This is an optimization exercise on Yosys and OpenROAD, whose aim is small area, a short achievable clock period and few clock cycles per item, not a production implementation. The RTL was checked by simulation tests, not by an equivalence proof against the original design.

<file path="flow/run.sh">
#!/bin/bash
set -euo pipefail
MARGIN=$(cat flow/margin.txt)
EXTRA=$(cat flow/extra.txt)
bash standard.sh synth > synth.log 2>&1
bash standard.sh SETUP_SLACK_MARGIN=$MARGIN $EXTRA finish > layout.log 2>&1
</file>
<file path="flow/extra.txt">

</file>
<file path="flow/margin.txt">
30
</file>
<file path="standard.sh">
#!/bin/bash
# synth_recipe.tcl (not shown) runs the flow's synth.tcl, then flattens the netlist and writes it again
# the make line also repeats each setting of config.mk as NAME=value (left out here)
make -C /OpenROAD-flow-scripts/flow DESIGN_CONFIG=/design/flow/config.mk WORK_HOME=/design/flow/orfs CLKGATE_MAP_FILE= SYNTH_SCRIPT=/design/flow/synth_recipe.tcl "${@:-finish}"
</file>
<file path="config.mk">
export PLATFORM = sky130hd
export DESIGN_NAME = nfr_tank
export DESIGN_NICKNAME = nfr_tank
export VERILOG_FILES = /design/flow/design.v
export SDC_FILE = /design/flow/constraint.sdc
export NUM_CORES = 4
export LEC_CHECK = 0
export ABC_AREA = 1
export CAP_MARGIN = 20
export CORE_MARGIN = 2
export CORE_UTILIZATION = 40
export SLEW_MARGIN = 20
export TNS_END_PERCENT = 10
</file>
<file path="constraint.sdc">
create_clock -name core_clock -period 40.0 [get_ports {clk}]
set_input_delay 8.0000 -clock core_clock [delete_from_list [all_inputs] [get_ports {clk}]]
set_output_delay 8.0000 -clock core_clock [all_outputs]
set_load 0.01 [all_outputs]
</file>
<file path="design.v">
module nfr_fadd (
    input  wire [31:0] a,
    input  wire [31:0] b,
    input  wire        nb,
    output reg  [31:0] y
);
    wire        sa = a[31];
    wire        sb = b[31] ^ nb;
    wire [7:0]  ea = a[30:23];
    wire [7:0]  eb = b[30:23];
    wire a_max = &ea;
    wire b_max = &eb;
    wire a_nan = a_max && (a[22:0] != 23'd0);
    wire b_nan = b_max && (b[22:0] != 23'd0);
    wire a_inf = a_max && (a[22:0] == 23'd0);
    wire b_inf = b_max && (b[22:0] == 23'd0);
    wire eff_sub = sa ^ sb;
    wire        nza = |ea;
    wire        nzb = |eb;
    wire [7:0]  ea1 = {ea[7:1], ea[0] | ~nza};      
    wire [7:0]  eb1 = {eb[7:1], eb[0] | ~nzb};
    wire [23:0] qa  = {nza, a[22:0]};
    wire [23:0] qb  = {nzb, b[22:0]};
    wire [8:0]  dab = {1'b0, ea1} - {1'b0, eb1};
    wire [8:0]  dba = {1'b0, eb1} - {1'b0, ea1};
    wire        age = ~dab[8];                       
    wire [7:0]  d   = age ? dab[7:0] : dba[7:0];
    wire        near = eff_sub && (d[7:1] == 7'd0);
    wire        f_s   = age ? sa : sb;
    wire [7:0]  f_e   = age ? ea1 : eb1;
    wire [23:0] f_qb  = age ? qa : qb;
    wire [23:0] f_qs  = age ? qb : qa;
    wire [4:0]  dsh = (d > 8'd26) ? 5'd27 : d[4:0];
    wire [25:0] al0 = {f_qs, 2'b00};
    wire [25:0] al1 = dsh[0] ? {1'b0,  al0[25:1]} : al0;
    wire        st1 = dsh[0] & al0[0];
    wire [25:0] al2 = dsh[1] ? {2'b0,  al1[25:2]} : al1;
    wire        st2 = st1 | (dsh[1] & (|al1[1:0]));
    wire [25:0] al3 = dsh[2] ? {4'b0,  al2[25:4]} : al2;
    wire        st3 = st2 | (dsh[2] & (|al2[3:0]));
    wire [25:0] al4 = dsh[3] ? {8'b0,  al3[25:8]} : al3;
    wire        st4 = st3 | (dsh[3] & (|al3[7:0]));
    wire [25:0] al5 = dsh[4] ? {16'b0, al4[25:16]} : al4;
    wire        st5 = st4 | (dsh[4] & (|al4[15:0]));
    wire [26:0] al_s = {al5, st5};
    wire [27:0] f_sum = eff_sub ? ({1'b0, f_qb, 3'b000} - {1'b0, al_s})
                                : ({1'b0, f_qb, 3'b000} + {1'b0, al_s});
    reg  [26:0] f_nrm;
    reg  [8:0]  f_ex;
    always @* begin
        if (f_sum[27]) begin
            f_nrm = {f_sum[27:2], f_sum[1] | f_sum[0]};
            f_ex  = {1'b0, f_e} + 9'd1;
        end else if (f_sum[26] || !eff_sub) begin
            f_nrm = f_sum[26:0];
            f_ex  = {1'b0, f_e};
        end else begin
            f_nrm = {f_sum[25:0], 1'b0};
            f_ex  = {1'b0, f_e} - 9'd1;
        end
    end
    wire        f_zero = (f_sum == 28'd0);
    wire        f_ovf  = f_sum[27] && (f_e == 8'd254);
    wire [7:0]  f_ef   = f_nrm[26] ? f_ex[7:0] : 8'd0;
    wire        f_inc  = f_nrm[2] & (f_nrm[1] | f_nrm[0] | f_nrm[3]);
    wire        swap  = b[30:0] > a[30:0];
    wire        n_s   = swap ? sb : sa;
    wire [7:0]  n_e   = swap ? eb1 : ea1;
    wire [23:0] n_qb  = swap ? qb : qa;
    wire [23:0] n_qs  = swap ? qa : qb;
    wire [24:0] n_dif = {n_qb, 1'b0} - ((d[0]) ? {1'b0, n_qs} : {n_qs, 1'b0});
    function [4:0] lzc25;
        input [24:0] v;
        integer k;
        begin
            lzc25 = 5'd25;
            for (k = 0; k <= 24; k = k + 1)
                if (v[k]) lzc25 = 5'd24 - k[4:0];
        end
    endfunction
    wire [7:0]  n_em  = n_e - 8'd1;
    wire [24:0] n_lim = (n_em < 8'd25) ? (25'h1000000 >> n_em) : 25'd0;
    wire [4:0]  n_sh  = lzc25(n_dif | n_lim);
    wire [24:0] n_nrm = n_dif << n_sh;
    wire        n_zero = (n_dif == 25'd0);
    wire [7:0]  n_ef  = n_nrm[24] ? (n_e - {3'd0, n_sh}) : 8'd0;
    wire        n_inc = n_nrm[0] & n_nrm[1];
    wire        r_s   = near ? n_s : f_s;
    wire [30:0] r_m   = near ? {n_ef, n_nrm[23:1]} : {f_ef, f_nrm[25:3]};
    wire        r_inc = near ? n_inc : f_inc;
    wire [30:0] rnd   = r_m + {30'd0, r_inc};
    always @* begin
        if (a_nan || b_nan || (a_inf && b_inf && eff_sub))
            y = 32'h7fc00000;
        else if (a_inf)
            y = {sa, 8'hff, 23'd0};
        else if (b_inf)
            y = {sb, 8'hff, 23'd0};
        else if (near ? n_zero : f_zero)
            y = {sa & sb, 31'd0};
        else if (!near && f_ovf)
            y = {f_s, 8'hff, 23'd0};
        else
            y = {r_s, rnd};
    end
endmodule
module nfr_fmul (
    input  wire [31:0] a,
    input  wire [31:0] b,
    output reg  [31:0] y
);
    wire        sy = a[31] ^ b[31];
    wire [7:0]  ea = a[30:23];
    wire [7:0]  eb = b[30:23];
    wire a_max  = &ea;
    wire b_max  = &eb;
    wire a_nan  = a_max && (a[22:0] != 23'd0);
    wire b_nan  = b_max && (b[22:0] != 23'd0);
    wire a_inf  = a_max && (a[22:0] == 23'd0);
    wire b_inf  = b_max && (b[22:0] == 23'd0);
    wire a_zero = (a[30:0] == 31'd0);
    wire b_zero = (b[30:0] == 31'd0);
    wire        nza = |ea;
    wire        nzb = |eb;
    wire [23:0] qa  = {nza, a[22:0]};
    wire [23:0] qb  = {nzb, b[22:0]};
    wire [47:0] p   = booth24(qa, qb);
    function [47:0] booth24;
        input [23:0] x;
        input [23:0] z;
        reg   [26:0] zz;
        reg   [47:0] acc;
        reg   [2:0]  trip;
        reg   [25:0] m;
        reg          neg;
        integer      i;
        begin
            zz  = {3'b000, z};
            acc = 48'd0;
            for (i = 0; i < 13; i = i + 1)
                acc = acc - (48'd1 << (26 + 2 * i));
            for (i = 0; i < 13; i = i + 1) begin
                trip = (i == 0) ? {zz[1], zz[0], 1'b0} : {zz[2*i+1], zz[2*i], zz[2*i-1]};
                case (trip)
                    3'b000, 3'b111: begin m = 26'd0;            neg = 1'b0; end
                    3'b001, 3'b010: begin m = {2'b0, x};        neg = 1'b0; end
                    3'b011:         begin m = {1'b0, x, 1'b0};  neg = 1'b0; end
                    3'b100:         begin m = {1'b0, x, 1'b0};  neg = 1'b1; end
                    default:        begin m = {2'b0, x};        neg = 1'b1; end
                endcase
                acc = acc + ({21'd0, ~neg, (neg ? ~m : m)} << (2 * i))
                          + ({47'd0, neg} << (2 * i));
            end
            booth24 = acc;
        end
    endfunction
    function [4:0] lzc24;
        input [23:0] v;
        integer k;
        begin
            lzc24 = 5'd0;
            for (k = 0; k <= 23; k = k + 1)
                if (v[k]) lzc24 = 5'd23 - k[4:0];
        end
    endfunction
    function [4:0] tzc24;
        input [23:0] v;
        integer k;
        begin
            tzc24 = 5'd0;
            for (k = 23; k >= 0; k = k - 1)
                if (v[k]) tzc24 = k[4:0];
        end
    endfunction
    wire [8:0]  esum = {1'b0, ea[7:1], ea[0] | ~nza} + {1'b0, eb[7:1], eb[0] | ~nzb};
    wire [5:0]  lzs  = {1'b0, lzc24(qa)} + {1'b0, lzc24(qb)};
    wire [5:0]  tzs  = {1'b0, tzc24(qa)} + {1'b0, tzc24(qb)} + 6'd2;
    wire signed [10:0] t1 = 11'sd23 - $signed({5'd0, lzs});
    wire signed [10:0] t2 = 11'sd151 - $signed({2'd0, esum});
    wire signed [10:0] tm = (t1 > t2) ? t1 : t2;
    wire [5:0]  k0 = (tm > 11'sd50) ? 6'd50 : tm[5:0];
    wire        stk0 = tzs < k0;             
    wire        stk1 = tzs <= k0;            
    wire [49:0] pp = {p, 2'b00};
    wire [26:0] r0 = pp >> k0;
    wire        up = r0[26];
    wire signed [10:0] ex0 = $signed({2'd0, esum}) - 11'sd150 + $signed({5'd0, k0});
    wire signed [10:0] ex1 = ex0 + 11'sd1;
    wire        ovf0 = ex0 > 11'sd254;
    wire        ovf1 = ex1 > 11'sd254;
    wire [7:0]  ef0  = r0[25] ? ex0[7:0] : 8'd0;
    wire        inc0 = r0[1] & (r0[0] | stk0 | r0[2]);
    wire [30:0] rnd0 = {ef0, r0[24:2]} + {30'd0, inc0};
    wire        inc1 = r0[2] & (r0[1] | stk1 | r0[3]);
    wire [30:0] rnd1 = {ex1[7:0], r0[25:3]} + {30'd0, inc1};
    wire        ovf = up ? ovf1 : ovf0;
    wire [30:0] rnd = up ? rnd1 : rnd0;
    always @* begin
        if (a_nan || b_nan || (a_inf && b_zero) || (b_inf && a_zero))
            y = 32'h7fc00000;
        else if (a_inf || b_inf)
            y = {sy, 8'hff, 23'd0};
        else if (a_zero || b_zero)
            y = {sy, 31'd0};
        else if (ovf)
            y = {sy, 8'hff, 23'd0};
        else
            y = {sy, rnd};
    end
endmodule
module nfr_tank (
    input  wire        clk,
    input  wire        rst,
    input  wire        in_valid,
    output wire        in_ready,
    input  wire [31:0] ap_coeff,
    input  wire [31:0] lp_a,
    input  wire [31:0] fb_gain_l,
    input  wire [31:0] fb_gain_r,
    input  wire [31:0] xs_l,
    input  wire [31:0] vd1_l,
    input  wire [31:0] vd2_l,
    input  wire [31:0] s0_l,
    input  wire [31:0] s1_l,
    input  wire [31:0] frac_l,
    input  wire [31:0] xs_r,
    input  wire [31:0] vd1_r,
    input  wire [31:0] vd2_r,
    input  wire [31:0] s0_r,
    input  wire [31:0] s1_r,
    input  wire [31:0] frac_r,
    output reg         out_valid,
    output wire [31:0] wet_l,
    output wire [31:0] w1_l,
    output wire [31:0] w2_l,
    output wire [31:0] w3_l,
    output wire [31:0] wet_r,
    output wire [31:0] w1_r,
    output wire [31:0] w2_r,
    output wire [31:0] w3_r
);
    localparam [3:0] LAST = 4'd14;
    reg  [3:0] step;
    reg        rdy;
    wire       idle_or_last = (step == 4'd0) || (step == LAST);
    wire [3:0] step_nx = idle_or_last ? (in_valid ? 4'd1 : 4'd0) : step + 4'd1;
    always @(posedge clk) begin
        if (rst) begin
            step      <= 4'd0;
            rdy       <= 1'b0;
            out_valid <= 1'b0;
        end else begin
            step      <= step_nx;
            rdy       <= (step_nx == LAST - 4'd1);
            out_valid <= (step == LAST);
        end
    end
    assign in_ready = rdy;
    wire start = idle_or_last && in_valid;
    nfr_string u_l (
        .clk(clk), .rst(rst), .start(start),
        .g(ap_coeff), .lpa(lp_a), .fbg(fb_gain_l),
        .xs(xs_l), .vd1(vd1_l), .vd2(vd2_l), .s0(s0_l), .s1(s1_l), .fr(frac_l),
        .w1(w1_l), .w2(w2_l), .w3(w3_l), .wet(wet_l)
    );
    nfr_string u_r (
        .clk(clk), .rst(rst), .start(start),
        .g(ap_coeff), .lpa(lp_a), .fbg(fb_gain_r),
        .xs(xs_r), .vd1(vd1_r), .vd2(vd2_r), .s0(s0_r), .s1(s1_r), .fr(frac_r),
        .w1(w1_r), .w2(w2_r), .w3(w3_r), .wet(wet_r)
    );
endmodule
module nfr_string (
    input  wire        clk,
    input  wire        rst,
    input  wire        start,
    input  wire [31:0] g,
    input  wire [31:0] lpa,
    input  wire [31:0] fbg,
    input  wire [31:0] xs,
    input  wire [31:0] vd1,
    input  wire [31:0] vd2,
    input  wire [31:0] s0,
    input  wire [31:0] s1,
    input  wire [31:0] fr,
    output reg  [31:0] w1,
    output reg  [31:0] w2,
    output reg  [31:0] w3,
    output reg  [31:0] wet
);
    reg [31:0] ax, ay, mx, my;   
    reg        asub;
    reg [31:0] p2;               
    reg [31:0] v3;               
    reg [31:0] fb, lpz;          
    reg [14:1] st;
    always @(posedge clk) begin
        if (rst) st <= 14'd0;
        else     st <= {st[13:1], start};
    end
    wire l1 = ~(|st[13:1]);
    wire [31:0] ao, mo;
    nfr_fadd u_add (.a(ax), .b(ay), .nb(asub), .y(ao));
    nfr_fmul u_mul (.a(mx), .b(my), .y(mo));
    always @(posedge clk) begin
        ax <= ({32{l1}}     & xs)  |
              ({32{st[1] | st[4] | st[7] | st[10]}} & ao) |
              ({32{st[2]}}  & s1)  |
              ({32{st[3]}}  & vd1) |
              ({32{st[5]}}  & s0)  |
              ({32{st[6]}}  & vd2) |
              ({32{st[9]}}  & v3)  |
              ({32{st[12]}} & lpz);
        ay <= ({32{l1 & ~st[14]}} & fb) |
              ({32{st[14] | st[1] | st[3] | st[5] | st[6] | st[7] | st[9] | st[12]}} & mo) |
              ({32{st[2]}}  & s0)  |
              ({32{st[4]}}  & p2)  |
              ({32{st[10]}} & lpz);
        asub <= st[1] | st[2] | st[4] | st[7] | st[10];
        mx <= ({32{l1 | st[1] | st[2] | st[5] | st[6] | st[8]}} & g) |
              ({32{st[3] | st[4]}} & fr)  |
              ({32{st[11]}} & lpa) |
              ({32{st[13]}} & fbg);
        my <= ({32{l1}}     & vd1) |
              ({32{st[1]}}  & vd2) |
              ({32{st[2] | st[3] | st[5] | st[6] | st[8] | st[11] | st[13]}} & ao) |
              ({32{st[4]}}  & my);
        if (st[2])  p2  <= mo;
        if (st[6])  v3  <= ao;
        if (st[2])  w1  <= ao;
        if (st[5])  w2  <= ao;
        if (st[8])  w3  <= ao;
        if (st[10]) wet <= ao;
    end
    always @(posedge clk) begin
        if (rst) begin
            fb  <= 32'd0;
            lpz <= 32'd0;
        end else begin
            if (st[13]) lpz <= ao;
            if (st[14]) fb  <= mo;
        end
    end
endmodule
</file>
==> results of run 1 <==
-- kinds of logic (layout without fill, tap and decap cells) --
logic type,count (synthesis),count (layout)
simple gates,6263,6280
compound gates,3117,3118
xor+xnor,827,827
buf+inv,2629,3476
mux,57,57
other cells,0,35
flops,789,789
fa+ha+maj,1255,1255
-- synthesized netlist by cell type (82+ instances only) --
cell type / instances
sky130_fd_sc_hd__a31oi_1: 82
sky130_fd_sc_hd__ha_1: 717
sky130_fd_sc_hd__dfxtp_1: 405
sky130_fd_sc_hd__nand4_1: 251
sky130_fd_sc_hd__fa_1: 538
sky130_fd_sc_hd__o21ai_1: 284
sky130_fd_sc_hd__o211ai_1: 154
sky130_fd_sc_hd__nor2_1: 929
sky130_fd_sc_hd__buf_1: 88
sky130_fd_sc_hd__nand3_1: 894
sky130_fd_sc_hd__nor3_1: 93
sky130_fd_sc_hd__inv_2: 97
sky130_fd_sc_hd__clkbuf_1: 520
sky130_fd_sc_hd__xor2_1: 720
sky130_fd_sc_hd__xnor2_1: 98
sky130_fd_sc_hd__o21ai_0: 914
sky130_fd_sc_hd__nand2_1: 3753
sky130_fd_sc_hd__inv_1: 1778
sky130_fd_sc_hd__edfxtp_1: 384
sky130_fd_sc_hd__a21oi_1: 783
sky130_fd_sc_hd__o22ai_1: 472
-- cell usage in the layout, fill, tap and decap left out, types with 44 or more instances in the layout --
master and count:
sky130_fd_sc_hd__clkdlybuf4s50_1 771, sky130_fd_sc_hd__inv_2 126, sky130_fd_sc_hd__nor2_4 98, sky130_fd_sc_hd__nand4_1 251, sky130_fd_sc_hd__o21ai_1 301, sky130_fd_sc_hd__o211ai_1 154, sky130_fd_sc_hd__clkinvlp_4 44, sky130_fd_sc_hd__clkbuf_16 116
sky130_fd_sc_hd__edfxtp_1 384, sky130_fd_sc_hd__nand2_4 78, sky130_fd_sc_hd__nor2_1 822, sky130_fd_sc_hd__o21ai_2 110, sky130_fd_sc_hd__a31oi_1 81, sky130_fd_sc_hd__nand2_1 3625, sky130_fd_sc_hd__fa_1 527, sky130_fd_sc_hd__a22o_1 45
sky130_fd_sc_hd__mux2i_1 52, sky130_fd_sc_hd__xor2_1 702, sky130_fd_sc_hd__buf_4 476, sky130_fd_sc_hd__nor2_2 89, sky130_fd_sc_hd__o22ai_1 449, sky130_fd_sc_hd__nand2_2 133, sky130_fd_sc_hd__xnor2_1 91, sky130_fd_sc_hd__o21ai_0 798
sky130_fd_sc_hd__nand3_1 855, sky130_fd_sc_hd__nor3_1 89, sky130_fd_sc_hd__dfxtp_1 346, sky130_fd_sc_hd__ha_1 691, sky130_fd_sc_hd__buf_12 65, sky130_fd_sc_hd__a21oi_1 732, sky130_fd_sc_hd__a221oi_1 74, sky130_fd_sc_hd__a21oi_2 66
sky130_fd_sc_hd__inv_1 1682, sky130_fd_sc_hd__nand3_2 52
-- per-stage QoR --
stage | util, %
after detailed placement | 44.46
after global placement | 44.45
final | 49.19
after CTS | 47.34
after global routing | 49.19
after floorplan | -
-- per-layer routing --
metal,vias up,global-route usage (%),part of all wire [%]
met5,-,0,0.027
met3,1282,6.629,9.9
li1,51290,-,-
met4,20,20.57,6.9
met2,6282,56.39,43
met1,53117,48.04,40
-- area by class of cell --
cell class	count	area [sq um]	area share [%]
Timing Repair inverter	17	117.6	0.09399
Clock inverter	51	658.1	0.5260
Clock buffer	130	2706	2.163
Multi-Input combinational cell	11537	76160	60.87
Antenna cell	35	87.58	0.06999
Tap cell	3366	4212	3.366
Inverter	1894	7406	5.918
Sequential cell	789	19790	15.82
Timing Repair Buffer	1384	13990	11.18
-- timing repair --
action | in CTS | in global routing
gates cloned | 43 | 25
setup buffers | 173 | 189
endpoints found under the setup margin | 699 | 689
hold endpoints to repair | 0 | 0
pin swaps | 96 | 250
gates resized for setup | 547 | 708
-- worst reg2reg max path, delay by kind of cell, from the launching register on --
family	cells	cell delay, ns
buffers and inverters	10	1.07
and+or+nand+nor	19	2.19
AOI/OAI and AO/OA	21	3.26
adders and majority gates	7	2.65
DFF	1	0.41
xor gates and xnor gates	2	0.27
-- worst paths after layout --
kind	start	to	slack, ns
max reg2reg	u_r.my[8]	u_r.fb[5]	30.04
min	u_r.st[7]	u_r.st[8]	0.39
min reg2reg	u_r.st[7]	u_r.st[8]	0.39
max	rdy	in_ready	30.02
==> report_table.html, run 1 <==
<table>
<tr><th>Metric</th><th>Value</th></tr>
<tr><th colspan="2">Run status</th></tr>
<tr><td>Status</td><td>no timing/DRC/antenna violations</td></tr>
<tr><th colspan="2">Floorplan</th></tr>
<tr><td>Die extent in y</td><td>510.3 um</td></tr>
<tr><td>Starting Density</td><td>40.30%</td></tr>
<tr><td># rows</td><td>approximately 190</td></tr>
<tr><td># IOs</td><td>around 770</td></tr>
<tr><td>Die Width</td><td>510.3 um</td></tr>
<tr><td>Floorplan die area</td><td>260,400 sq um</td></tr>
<tr><td>Core Region</td><td>254,400 sq um</td></tr>
<tr><th colspan="2">Detailed routing</th></tr>
<tr><td>DRT antenna net count</td><td>0</td></tr>
<tr><td>Initial detailed-routing violation count</td><td>between 10,000 and 15,000</td></tr>
<tr><td>Routed via count</td><td>between 100k and 150k</td></tr>
<tr><td>Post-detailed-routing wire length</td><td>approximately 500 mm</td></tr>
<tr><td>Routed wirelength normalized by instance count</td><td>26.09 um</td></tr>
<tr><td>DRC viols</td><td>0</td></tr>
<tr><td>Post-DR vias/cell</td><td>5.832</td></tr>
<tr><td>Number of iterations in the first detailed-routing pass</td><td>7</td></tr>
<tr><th colspan="2">Clock tree</th></tr>
<tr><td>Clock root cell</td><td>sky130_fd_sc_hd__clkbuf_16</td></tr>
<tr><td>Hold bufs inserted after CTS</td><td>0</td></tr>
<tr><td>CTS tree</td><td>built</td></tr>
<tr><td>Latest clock arrival within the worst-skew pair</td><td>0.82 ns</td></tr>
<tr><td>Clock transition at the registers of the reported paths</td><td>0.07 ns</td></tr>
<tr><td>Number of buffers on the longest clock path</td><td>3</td></tr>
<tr><td>TritonCTS Buffers</td><td>97</td></tr>
<tr><td>Clock net sink count</td><td>789</td></tr>
<tr><td>H-tree levels</td><td>3</td></tr>
<tr><th colspan="2">Synthesis</th></tr>
<tr><td>Net Count, Synth</td><td>16,707</td></tr>
<tr><td>Number of storage elements in the synthesis netlist</td><td>789</td></tr>
<tr><td>Simple-gate share of the synthesized area</td><td>26.10%</td></tr>
<tr><td>Post-synthesis sequential area ratio</td><td>19.16%</td></tr>
<tr><td>Ys Warns</td><td>4</td></tr>
<tr><td>Number of flops mapped to enable cells by yosys</td><td>384</td></tr>
<tr><td>Share of flip-flops with an asynchronous set or reset after synthesis</td><td>0%</td></tr>
<tr><td>Dominant combinational cell family by area after synthesis</td><td>simple AND/OR/NAND/NOR gates</td></tr>
<tr><td>Post-Syn Area</td><td>102,500 sq um</td></tr>
<tr><td>Synthesized area divided by synthesized cell count</td><td>6.864 sq um</td></tr>
<tr><td>Mux share of post-synthesis cell area</td><td>0.5565%</td></tr>
<tr><td>Adder and majority gate portion of the synthesized area</td><td>19.26%</td></tr>
<tr><td>Xor/xnor share of the synthesized area</td><td>roughly 7.2%</td></tr>
<tr><td>Unique masters post-synth</td><td>89</td></tr>
<tr><td>Number of instances in the synthesized netlist</td><td>14,937</td></tr>
<tr><td>Share of the synthesized area in the top cell type</td><td>13.74%</td></tr>
<tr><td>Primary FF master, synth</td><td>sky130_fd_sc_hd__dfxtp_1</td></tr>
<tr><td>Synthesized-area fraction occupied by ao, oa, aoi and oai cells</td><td>17.74%</td></tr>
<tr><td>Yosys top cell by area</td><td>sky130_fd_sc_hd__nand2_1</td></tr>
<tr><td>Top cells by area, synth</td><td>sky130_fd_sc_hd__nand2_1, sky130_fd_sc_hd__edfxtp_1, sky130_fd_sc_hd__fa_1, sky130_fd_sc_hd__ha_1, sky130_fd_sc_hd__dfxtp_1</td></tr>
<tr><th colspan="2">Critical path</th></tr>
<tr><td>Biggest fanout along the worst timing path</td><td>1</td></tr>
<tr><td>Slowest-stage cell, CP</td><td>sky130_fd_sc_hd__clkdlybuf4s50_1</td></tr>
<tr><td>Largest delay contributor family on the critical path</td><td>buffers and inverters</td></tr>
<tr><td>Launching element type of the critical path</td><td>flip-flop</td></tr>
<tr><td>Req. time, crit path</td><td>32.00 ns</td></tr>
<tr><td>Count of cells along the worst register-to-register path</td><td>between 50 and 60</td></tr>
<tr><td>Endpoint class of the critical path</td><td>output port</td></tr>
<tr><td>Worst Path Arrival</td><td>1.98 ns</td></tr>
<tr><td>Kind of critical path</td><td>flip-flop to output port</td></tr>
<tr><td>Levels on crit path</td><td>1</td></tr>
<tr><td>Cells along the critical path</td><td>clkdlybuf4s50_1</td></tr>
<tr><td>Peak per-stage delay on the critical path</td><td>0.65 ns</td></tr>
<tr><td>Buffers plus inverters on the worst setup path</td><td>1</td></tr>
<tr><th colspan="2">Min path</th></tr>
<tr><td>Depth of the worst hold-timing path</td><td>2</td></tr>
<tr><td>Worst min-delay path class</td><td>flip-flop to flip-flop</td></tr>
<tr><th colspan="2">GRT</th></tr>
<tr><td>Aggregate global routing overflow</td><td>0</td></tr>
<tr><td>First-pass GRT wire length</td><td>709.2 mm</td></tr>
<tr><td>Pin count of the biggest net entering global routing</td><td>127</td></tr>
<tr><td>Overall Global Routing Usage</td><td>36.55%</td></tr>
<tr><td>Antenna violations before repair</td><td>48</td></tr>
<tr><td>Vias in the first global route</td><td>around 100k</td></tr>
<tr><th colspan="2">STA</th></tr>
<tr><td>Final worst path period need</td><td>9.982 ns</td></tr>
<tr><td>Tightest hold margin</td><td>0.3906 ns</td></tr>
<tr><td>F_max</td><td>around 100 MHz</td></tr>
<tr><td>Slew at the pin closest to its max-slew limit</td><td>1.322 ns</td></tr>
<tr><td>Setup tns final</td><td>0 ns</td></tr>
<tr><td>Worst slew margin relative to its limit</td><td>a little under an eighth</td></tr>
<tr><td>Worst clock skew</td><td>approximately 0.13 ns</td></tr>
<tr><td>Setup repair after global routing missed its margin</td><td>yes</td></tr>
<tr><td>Slack of the critical path</td><td>between 30 and 40 ns</td></tr>
<tr><td>Count of final max-slew check failures</td><td>0</td></tr>
<tr><td>Number of failing hold endpoints at the final stage</td><td>0</td></tr>
<tr><td>Period utilization</td><td>24.95%</td></tr>
<tr><td>Number of setup violations in the final report</td><td>0</td></tr>
<tr><th colspan="2">Finish</th></tr>
<tr><td>Filler cell count in the final layout</td><td>25,877</td></tr>
<tr><td>Final nets</td><td>~17,000</td></tr>
<tr><td>Area growth from synthesis to final layout</td><td>22.05%</td></tr>
<tr><td>Non-filler instance count after layout</td><td>19,203</td></tr>
<tr><td>Proportion of layout cells with a drive suffix above 1</td><td>12.18%</td></tr>
<tr><td>Area of all placed cells without fillers</td><td>125,100 sq um</td></tr>
<tr><th colspan="2">Place</th></tr>
<tr><td>Placed Instances</td><td>between 15,000 and 20,000</td></tr>
<tr><td>Half-perimeter wire length after placement</td><td>about 380 mm</td></tr>
<tr><td>Cell area after placement</td><td>113,100 sq um</td></tr>
<tr><td>Worst Setup Slack post-DPL</td><td>about 28 ns</td></tr>
<tr><td>Port Buf Inserts</td><td>a little under 800</td></tr>
<tr><td>Placer's final routability congestion estimate</td><td>1.046</td></tr>
<tr><th colspan="2">Run</th></tr>
<tr><td>Max Cap Viol</td><td>0</td></tr>
</table>
Testbench counts, summed over its fixed seeds: cycles 28,688, frames 2,048.
==> run 2: changes to the inputs <==
==> flow/run.sh (replaced) <==
#!/bin/bash
set -euo pipefail
MARGIN=$(cat flow/margin.txt)
MARGIN_GRT=$(cat flow/margin_grt.txt)
bash standard.sh synth > synth.log 2>&1
bash standard.sh SETUP_SLACK_MARGIN=$MARGIN cts > layout_cts.log 2>&1
bash standard.sh SETUP_SLACK_MARGIN=$MARGIN_GRT finish > layout.log 2>&1
==> flow/margin_grt.txt (new file) <==
29
removed: flow/extra.txt
==> run 2 against run 1 <==
Still clean. Clock skew decreased by 0.0027 ns. First-iteration DRC count is essentially flat. Cell area shrank 3.6%. Sequential cell count stayed put. Global-route usage is the same. Hold slack improved by 0.015 ns. Maximum frequency is 4.6% lower.
==> report_table.html, run 2 <==
<table>
<tr><th>Metric</th><th>Value</th></tr>
<tr><th colspan="2">Synthesis</th></tr>
<tr><td>Most common cell in the netlist</td><td>sky130_fd_sc_hd__nand2_1</td></tr>
<tr><td>Adder and majority gate portion of the synthesized area</td><td>19.26%</td></tr>
<tr><td>Primary FF master, synth</td><td>sky130_fd_sc_hd__dfxtp_1</td></tr>
<tr><td>Top cells by area, synth</td><td>sky130_fd_sc_hd__nand2_1, sky130_fd_sc_hd__edfxtp_1, sky130_fd_sc_hd__fa_1, sky130_fd_sc_hd__ha_1, sky130_fd_sc_hd__dfxtp_1</td></tr>
<tr><td>Number of storage elements in the synthesis netlist</td><td>between 700 and 800</td></tr>
<tr><td>Mux share of post-synthesis cell area</td><td>less than 1%</td></tr>
<tr><td>Post-synthesis sequential area ratio</td><td>19.16%</td></tr>
<tr><td>Xor/xnor share of the synthesized area</td><td>7.153%</td></tr>
<tr><td>Dominant combinational cell family by area after synthesis</td><td>simple AND/OR/NAND/NOR gates</td></tr>
<tr><td>Synthesized area divided by synthesized cell count</td><td>6.864 sq um</td></tr>
<tr><td>Ys Warns</td><td>4</td></tr>
<tr><td>Share of the synthesized area in the top cell type</td><td>13.74%</td></tr>
<tr><td>Share of flip-flops with an asynchronous set or reset after synthesis</td><td>0%</td></tr>
<tr><td>Simple-gate share of the synthesized area</td><td>26.10%</td></tr>
<tr><td>Net Count, Synth</td><td>16,707</td></tr>
<tr><td>Number of flops mapped to enable cells by yosys</td><td>384</td></tr>
<tr><td>Synthesized-area fraction occupied by ao, oa, aoi and oai cells</td><td>17.74%</td></tr>
<tr><td>Number of instances in the synthesized netlist</td><td>14,937</td></tr>
<tr><td>Post-Syn Area</td><td>a little over 100,000 sq um</td></tr>
<tr><td>Most frequent cells after synthesis</td><td>sky130_fd_sc_hd__nand2_1, sky130_fd_sc_hd__inv_1, sky130_fd_sc_hd__nor2_1</td></tr>
<tr><td>Unique masters post-synth</td><td>89</td></tr>
<tr><td>Yosys top cell by area</td><td>sky130_fd_sc_hd__nand2_1</td></tr>
<tr><th colspan="2">GRT</th></tr>
<tr><td>Pin count of the biggest net entering global routing</td><td>127</td></tr>
<tr><td>Antenna violations before repair</td><td>48</td></tr>
<tr><td>Vias in the first global route</td><td>103,918</td></tr>
<tr><td>First-pass GRT wire length</td><td>709.2 mm</td></tr>
<tr><td>Overall Global Routing Usage</td><td>36.55%</td></tr>
<tr><td>Aggregate global routing overflow</td><td>0</td></tr>
<tr><th colspan="2">Min path</th></tr>
<tr><td>Worst min-delay path class</td><td>flip-flop to flip-flop</td></tr>
<tr><th colspan="2">Finish</th></tr>
<tr><td>Filler cell count in the final layout</td><td>roughly 26,000</td></tr>
<tr><td>Leading cell types in the layout, fill and taps excluded</td><td>sky130_fd_sc_hd__nand2_1, sky130_fd_sc_hd__inv_1, sky130_fd_sc_hd__nand3_1, sky130_fd_sc_hd__nor2_1, sky130_fd_sc_hd__o21ai_0</td></tr>
<tr><td>Area of all placed cells without fillers</td><td>120,600 sq um</td></tr>
<tr><td>Proportion of layout cells with a drive suffix above 1</td><td>8.505%</td></tr>
<tr><td>Most common cell after layout, fill and taps aside</td><td>sky130_fd_sc_hd__nand2_1</td></tr>
<tr><td>Combined area of the multi-input logic cells</td><td>74,110 sq um</td></tr>
<tr><td>Final nets</td><td>17,278</td></tr>
<tr><td>Combined flip-flop and latch cell area</td><td>19,730 sq um</td></tr>
<tr><td>Area growth from synthesis to final layout</td><td>17.68%</td></tr>
<tr><th colspan="2">Clock tree</th></tr>
<tr><td>Clock net sink count</td><td>just under 800</td></tr>
<tr><td>CTS tree</td><td>built</td></tr>
<tr><td>Clock transition at the registers of the reported paths</td><td>0.06 ns</td></tr>
<tr><td>Number of buffers on the longest clock path</td><td>3</td></tr>
<tr><td>TritonCTS Buffers</td><td>97</td></tr>
<tr><td>H-tree levels</td><td>3</td></tr>
<tr><td>Clock root cell</td><td>sky130_fd_sc_hd__clkbuf_16</td></tr>
<tr><td>Latest clock arrival within the worst-skew pair</td><td>0.82 ns</td></tr>
<tr><th colspan="2">STA</th></tr>
<tr><td>F_max</td><td>95.61 MHz</td></tr>
<tr><td>Setup tns final</td><td>0 ns</td></tr>
<tr><td>Period utilization</td><td>between 20% and 30%</td></tr>
<tr><td>Setup repair after global routing missed its margin</td><td>yes</td></tr>
<tr><td>Final worst path period need</td><td>between 10 and 15 ns</td></tr>
<tr><td>Count of final max-slew check failures</td><td>0</td></tr>
<tr><td>Number of setup violations in the final report</td><td>0</td></tr>
<tr><td>Tightest hold margin</td><td>roughly 0.41 ns</td></tr>
<tr><td>Worst clock skew</td><td>0.1255 ns</td></tr>
<tr><td>Number of failing hold endpoints at the final stage</td><td>0</td></tr>
<tr><td>Slack of the critical path</td><td>about 30 ns</td></tr>
<tr><td>Worst slew margin relative to its limit</td><td>15.50%</td></tr>
<tr><td>Slew at the pin closest to its max-slew limit</td><td>between 1 and 1.5 ns</td></tr>
<tr><th colspan="2">Critical path</th></tr>
<tr><td>Worst Path Arrival</td><td>about 11 ns</td></tr>
<tr><td>Slowest-stage cell, CP</td><td>sky130_fd_sc_hd__dfxtp_1</td></tr>
<tr><td>Cell occurring most often along the worst timing path</td><td>sky130_fd_sc_hd__buf_4</td></tr>
<tr><td>Kind of critical path</td><td>flip-flop to flip-flop</td></tr>
<tr><td>Biggest fanout along the worst timing path</td><td>29</td></tr>
<tr><td>Peak per-stage delay on the critical path</td><td>0.36 ns</td></tr>
<tr><td>Launching element type of the critical path</td><td>flip-flop</td></tr>
<tr><td>Req. time, crit path</td><td>40.48 ns</td></tr>
<tr><td>Endpoint class of the critical path</td><td>flip-flop</td></tr>
<tr><th colspan="2">Detailed routing</th></tr>
<tr><td>Routed wirelength normalized by instance count</td><td>25.90 um</td></tr>
<tr><td>Routed via count</td><td>110,397</td></tr>
<tr><td>DRC viols</td><td>0</td></tr>
<tr><td>DRT antenna net count</td><td>0</td></tr>
<tr><td>Post-DR vias/cell</td><td>5.813</td></tr>
<tr><td>Number of iterations in the first detailed-routing pass</td><td>9</td></tr>
<tr><td>Initial detailed-routing violation count</td><td>13,233</td></tr>
<tr><td>Post-detailed-routing wire length</td><td>~490 mm</td></tr>
<tr><th colspan="2">Floorplan</th></tr>
<tr><td>Die Width</td><td>510.3 um</td></tr>
<tr><td>Die extent in y</td><td>510.3 um</td></tr>
<tr><td>Starting Density</td><td>40.30%</td></tr>
<tr><td># rows</td><td>185</td></tr>
<tr><td>Core Region</td><td>254,400 sq um</td></tr>
<tr><td>Floorplan die area</td><td>roughly 260,000 sq um</td></tr>
<tr><td># IOs</td><td>just under 800</td></tr>
<tr><th colspan="2">Run status</th></tr>
<tr><td>Status</td><td>no timing/DRC/antenna violations</td></tr>
<tr><th colspan="2">Run</th></tr>
<tr><td>Max Cap Viol</td><td>0</td></tr>
<tr><th colspan="2">Place</th></tr>
<tr><td>Placer's final routability congestion estimate</td><td>1.046</td></tr>
<tr><td>Port Buf Inserts</td><td>772</td></tr>
<tr><td>Worst Setup Slack post-DPL</td><td>27.66 ns</td></tr>
<tr><td>Cell area after placement</td><td>113,100 sq um</td></tr>
<tr><td>Half-perimeter wire length after placement</td><td>376.0 mm</td></tr>
</table>
==> run 2: per-layer routing <==
| metal | vias to the layer above | part of all wire (%) | wire length (um) | global-route usage, % |
|---|---|---|---|---|
| li1 | 50852 | - | - | - |
| met1 | 52461 | 40 | 198900 | 48.04 |
| met2 | 5948 | 43 | 213200 | 56.39 |
| met3 | 1120 | 9.7 | 47670 | 6.629 |
| met4 | 16 | 6.5 | 31980 | 20.57 |
| met5 | - | 0.021 | 104 | 0 |
==> run 2: timing repair <==
action	4_1_cts	5_1_grt
endpoints found under the setup margin	699	315
setup buffers	173	2
resized for setup	547	27
hold buffers	0	0
pin swaps	96	13
cloned	43	0
==> run 2: final cells by class <==
| class | instances | area share (%) |
|---|---|---|
| multi-input combinational | 11530 | 61.43 |
| antenna | 36 | 0.07467 |
| clock buffer | 130 | 2.243 |
| sequential | 789 | 16.35 |
| tap | 3366 | 3.491 |
| timing repair inverter | 15 | 0.08297 |
| timing repair buffer | 1181 | 9.722 |
| inverter | 1894 | 6.054 |
| clock inverter | 51 | 0.5455 |
==> run 2: kinds of logic after synthesis <==
kind of cell	Yosys count
AO/OA/AOI/OAI	3117
XOR/XNOR	827
adder cells (fa/ha/maj)	1255
buffers and inverters	2629
flip-flops	789
multiplexers	57
AND/OR/NAND/NOR	6263
==> run 2: path summary, 6_finish.rpt <==
kind / slack, ns / from / endpoint / cells after the start
max: 29.54 / u_r.ay[30] / u_r.v3[26] / 70
min: 0.41 / u_r.st[7] / u_r.st[8] / 2
min reg2reg: 0.41 / u_r.st[7] / u_r.st[8] / 2
max reg2reg: 29.54 / u_r.ay[30] / u_r.v3[26] / 70
==> run 2: worst max-delay path, delay by kind of cell, from the launching register on <==
family / cells / cell delay [ns]
AND/OR/NAND/NOR: 17 / 2.45
flip-flops: 1 / 0.36
adder cells (fa/ha/maj): 3 / 0.68
AO/OA/AOI/OAI: 5 / 0.75
XOR/XNOR: 1 / 0.19
buffers and inverters: 44 / 5.66
==> run 2: through the flow <==
stage          instances  utilization (%)
2_1_floorplan      14937                -
4_1_cts            18953            47.34
6_report           18992            47.43
3_3_place_gp       18556            44.45
5_1_grt            18987            47.42
3_5_place_dp       18556            44.46

[static timing again, ports no longer ideal]
Ports are ideal in the flow. The routed layouts listed here were re-timed in OpenROAD. Step 1: set_driving_cell puts a clkbuf_16 on clk and a buf_2 on each other input, an assumption about the parent block. Step 2 times the ports against the registers' clock, not the clock port: input delays grow and output delays shrink by t, the midpoint of the rising clock arrivals with the driver on. a / b / c = no drivers / after step 1 / after step 2; a / b = the first two.
run | shift t [ns] | slack for setup (ns) | worst setup path after step 2
run 1 | 0.863 | 30.018 / 29.917 / 29.809 | input to register
run 2 | 0.859 | 29.541 / 29.541 / 29.541 | register to register
After both steps every run listed still meets setup and hold. The setup slack of run 1, which loses most, moves by -0.101 ns with the drivers and by -0.209 ns with both steps.
